Source: an optimization exercise on an open RTL-to-GDS flow (aim: small area). Production flows keep margins and buffers that such runs may drop.
Function was checked by simulation only, so behaviour that the tests miss may differ from the original.
The flow treats the clock pin as an ideal source, which a real chip does not have.

// catc
module catc #(
    parameter [31:0] TIMEOUT_CYCLES = 32'd3000
) (
    input  wire        clk,
    input  wire        rst,
    input  wire        cmd_valid,
    input  wire [39:0] cmd_word,
    output wire        cmd_ready,
    output wire        done,
    output wire [3:0]  result,
    input  wire [3:0]  sts_addr,
    output reg  [31:0] sts_rdata,
    output wire        open_req,
    output wire [31:0] open_speed,
    input  wire        open_done,
    input  wire        open_ok,
    output wire        close_req,
    output wire        tx_start,
    output wire [39:0] tx_data,
    input  wire        tx_done,
    input  wire [2:0]  tx_count,
    input  wire        rx_valid,
    input  wire [7:0]  rx_data
);
Size in the first run: ~180 I/O pins.
export LEC_CHECK = 0
export ABC_AREA = 1
export CAP_MARGIN = 20
export CORE_MARGIN = 2
export CORE_UTILIZATION = 40
export SLEW_MARGIN = 20
create_clock -name core_clock -period 30.0 [get_ports {clk}]
standard.sh (not shown) runs the stock make flow with config.mk's settings and CLKGATE_MAP_FILE= SYNTH_SCRIPT=/design/flow/synth_recipe.tcl, a recipe that flattens the netlist after the stock synthesis.
==> flow/flow/run.sh <==
#!/bin/bash
# Own layout flow: the standard synthesis; then the combinational logic is
# mapped again by ABC with an area-oriented script (registers and full adder
# cells are left as the standard synthesis made them, after choosing each full
# adder's polarity to need fewer inverters); then the standard ORFS flow from
# floorplan to finish, with the port buffers made of the smallest buffer and a
# clock tree of small buffers (a tree of the default buffers if the small one
# leaves a flip-flop clock pin slow).
set -euo pipefail
WORK=$(pwd)
FLOWDIR=$WORK/flow
R=$WORK/orfs/results/${FLOW_PLATFORM}/catc/base
LIB=$FLOW_HOME/platforms/${FLOW_PLATFORM}/lib/sky130_fd_sc_hd__tt_025C_1v80.lib
YOSYS=$FLOW_HOME/../tools/install/yosys/bin/yosys
[ -x "$YOSYS" ] || YOSYS=yosys

# 1. standard synthesis
bash standard.sh synth > $WORK/log_1_standard_synth.log 2>&1

# 2. full adder polarity, then remap the combinational logic
cp $R/1_2_yosys.v $WORK/standard_1_2_yosys.v
python3 $FLOWDIR/fapol.py $WORK/standard_1_2_yosys.v $WORK/fapol_1_2_yosys.v > $WORK/log_2_fapol.log 2>&1
python3 $FLOWDIR/libmap.py $LIB $WORK/fapol_1_2_yosys.v $WORK/remap_cells.v 'fa_1' > $WORK/log_3_libmap.log 2>&1
cat > $WORK/remap.abc <<EOT
strash
&get -n
&deepsyn -T 90
&dch -f
&nf -R 1000
&put
EOT
cat > $WORK/remap.ys <<EOT
read_liberty -lib -ignore_miss_dir -setattr blackbox $LIB
read_verilog $WORK/fapol_1_2_yosys.v
hierarchy -top $FLOW_TOP
techmap -map $WORK/remap_cells.v
techmap
opt_expr
opt_clean
abc -script $WORK/remap.abc -liberty $LIB -dont_use *lpflow* -dont_use *probe* -dont_use *fill* -D 30000
setundef -zero
splitnets
opt_clean -purge
hilomap -singleton -hicell sky130_fd_sc_hd__conb_1 HI -locell sky130_fd_sc_hd__conb_1 LO
insbuf -buf sky130_fd_sc_hd__buf_4 A X
opt_clean -purge
check -assert
stat -liberty $LIB
write_verilog -noattr -noexpr -nohex -nodec $WORK/remapped_1_2_yosys.v
EOT
$YOSYS -l $WORK/log_4_remap_yosys.log -q $WORK/remap.ys > /dev/null 2>&1
cp $WORK/remapped_1_2_yosys.v $R/1_2_yosys.v
touch $R/1_2_yosys.v

# 3. the standard flow from the remapped netlist, to the clock tree; the port
#    buffers are the smallest buffer, the clock tree is built of clkbuf_4 cells
#    without dummy loads
export BUFFER_PORTS_ARGS="-buffer_cell sky130_fd_sc_hd__buf_1"
export CTS_ARGS="-sink_clustering_enable -repair_clock_nets -dont_use_dummy_load -buf_list sky130_fd_sc_hd__clkbuf_4"
bash standard.sh cts > $WORK/log_5_standard_cts.log 2>&1
CTS_ODB=$R/4_cts.odb CTS_SDC=$R/4_cts.sdc openroad -no_init -exit $FLOWDIR/clkslew.tcl > $WORK/log_6_clkslew.log 2>&1 || true
slew=$(sed -n 's/^CLKSLEW //p' $WORK/log_6_clkslew.log | tail -1)
if [ -z "$slew" ] || python3 -c "import sys; sys.exit(0 if float('$slew') > 0.100 else 1)"; then
  # clock pins too slow (or not measured): build the tree of the default buffers again
  echo "clock slew '$slew': redoing the clock tree with the default buffers" >> $WORK/log_6_clkslew.log
  rm -f $R/4_1_cts.odb $R/4_cts.odb $R/4_cts.sdc
  export CTS_ARGS="-sink_clustering_enable -repair_clock_nets -dont_use_dummy_load"
  bash standard.sh cts > $WORK/log_7_standard_cts_again.log 2>&1
fi

# 4. the rest of the standard flow
bash standard.sh finish > $WORK/log_8_standard_finish.log 2>&1
Other scripts of this flow, unchanged in this note and not shown: flow/flow/clkslew.tcl, flow/flow/fapol.py, flow/flow/libmap.py
Rerun with:
--- a/flow/design.v
+++ b/flow/design.v
@@ -527,21 +527,21 @@
         p256 = p205 & p254;
         dec_freq = {p255, p253, p251, p249, p247, p245, p243, p241, p239, p237, p235, p233, p231, p229, p227, p225, p223, p221, p219, p217, p215, p213, p211, p209, p207, p27, p25, b[0]};
       end
     endfunction
     reg [2:0]  seq_state;
     reg        unresp;
     reg        first_q;
     reg [3:0]  result_r;
     reg [7:0]  last_hop;
     reg [1:0]  kind;
-    reg [3:0]  tmr_hi;       
+    reg [11:0] tmr;
     reg [2:0]  rxcnt;
     reg [39:0] rxbuf;        
     reg [31:0] txhi;         
     reg [3:0]  txop;         
     reg        txpkt_valid;
     reg        fm_valid;
     reg [39:0] fm_raw;       
     reg        rx_valid_r;
     reg [7:0]  rx_raw;
     reg        tx_valid_r;
@@ -591,29 +591,21 @@
     assign wr[1] = cap && rxcnt == 3'd1;
     assign wr[2] = cap && rxcnt == 3'd2;
     assign wr[3] = cap && rxcnt == 3'd3;
     assign wr[4] = cap && rxcnt == 3'd4;
     wire [39:0] buf1 = {rxbuf[39:8], wr[4] ? rx_data : rxbuf[7:0]};
     always @(posedge clk) begin
         if (wr[0]) rxbuf[39:32] <= rx_data;
         if (wr[1]) rxbuf[31:24] <= rx_data;
         if (wr[2]) rxbuf[23:16] <= rx_data;
         if (wr[3]) rxbuf[15:8]  <= rx_data;
-    end
-    wire [11:0] tmr      = {tmr_hi, rxbuf[7:0]};
-    wire [11:0] tmr_step = {tmr[10:0], tmr[11] ^ tmr[10]};
-    always @(posedge clk) begin
-        tmr_hi <= st_send ? TMR_SEED[11:8] : tmr_step[11:8];
-        if (wr[4])
-            rxbuf[7:0] <= rx_data;
-        else if (rxcnt != 3'd5)
-            rxbuf[7:0] <= st_send ? TMR_SEED[7:0] : tmr_step[7:0];
+        if (wr[4]) rxbuf[7:0]   <= rx_data;
     end
     task complete(input [3:0] code);
         reg u;
         begin
             u = unresp;
             if (kind != K_NONE) begin
                 if (code == R_NO_REPLY && first_q)
                     u = 1'b1;
                 first_q <= 1'b0;
             end
@@ -660,20 +652,22 @@
                         complete(R_NOT_AVAIL);
                     else begin
                         tx_raw     <= buf1[39:32];
                         tx_valid_r <= 1'b1;
                         complete(R_OK);
                     end
                 end
             endcase
         end
     endtask
+    always @(posedge clk)
+        tmr <= st_send ? TMR_SEED : {tmr[10:0], tmr[11] ^ tmr[10]};
     always @(posedge clk) begin
         if (rst) begin
             seq_state    <= S_DISC;
             unresp       <= 1'b0;
             first_q      <= 1'b0;
             result_r     <= R_NONE;
             last_hop     <= 8'h00;
             kind         <= K_NONE;
             rxcnt        <= 3'd0;
             txop         <= 4'd3;
Effect: Routed wire length went up by about 1.5%. Global-route usage is about the same. Die area went up by about 0.6%. Setup slack gains 170 ps. Hold slack hardly moves. Sequential share of layout area went up by 0.23 points.

static timing again, ports no longer ideal:
How much do the figures lean on ideal ports? The routed layouts below were timed once more, with nothing changed but the port constraints. Step 1: set_driving_cell puts a clkbuf_16 on clk and a buf_2 on each other input, an assumption about the parent block. Step 2 adds t to the input delays and takes it off the output delays; t is the mean of the earliest and latest rising clock arrival at the registers after step 1. Input paths then give back, and output paths get back, about the clock's delay inside the block. Slacks: no drivers / after step 1 / after step 2; pairs: no drivers / after step 1.
run	t, ns	slack for setup (ns)	worst setup path at the end	worst register clock-pin slew, ns	pins driven straight from the clock port
the first run	0.470	2.800 / 2.812 / 2.342	input to register	0.08 / 0.08	1
the second run	0.719	2.969 / 2.976 / 2.257	input to register	0.07 / 0.07	1
After both steps every run listed still meets setup and hold. The setup slack of the second run, which loses most, moves by +0.007 ns with the drivers and by -0.712 ns with both steps.
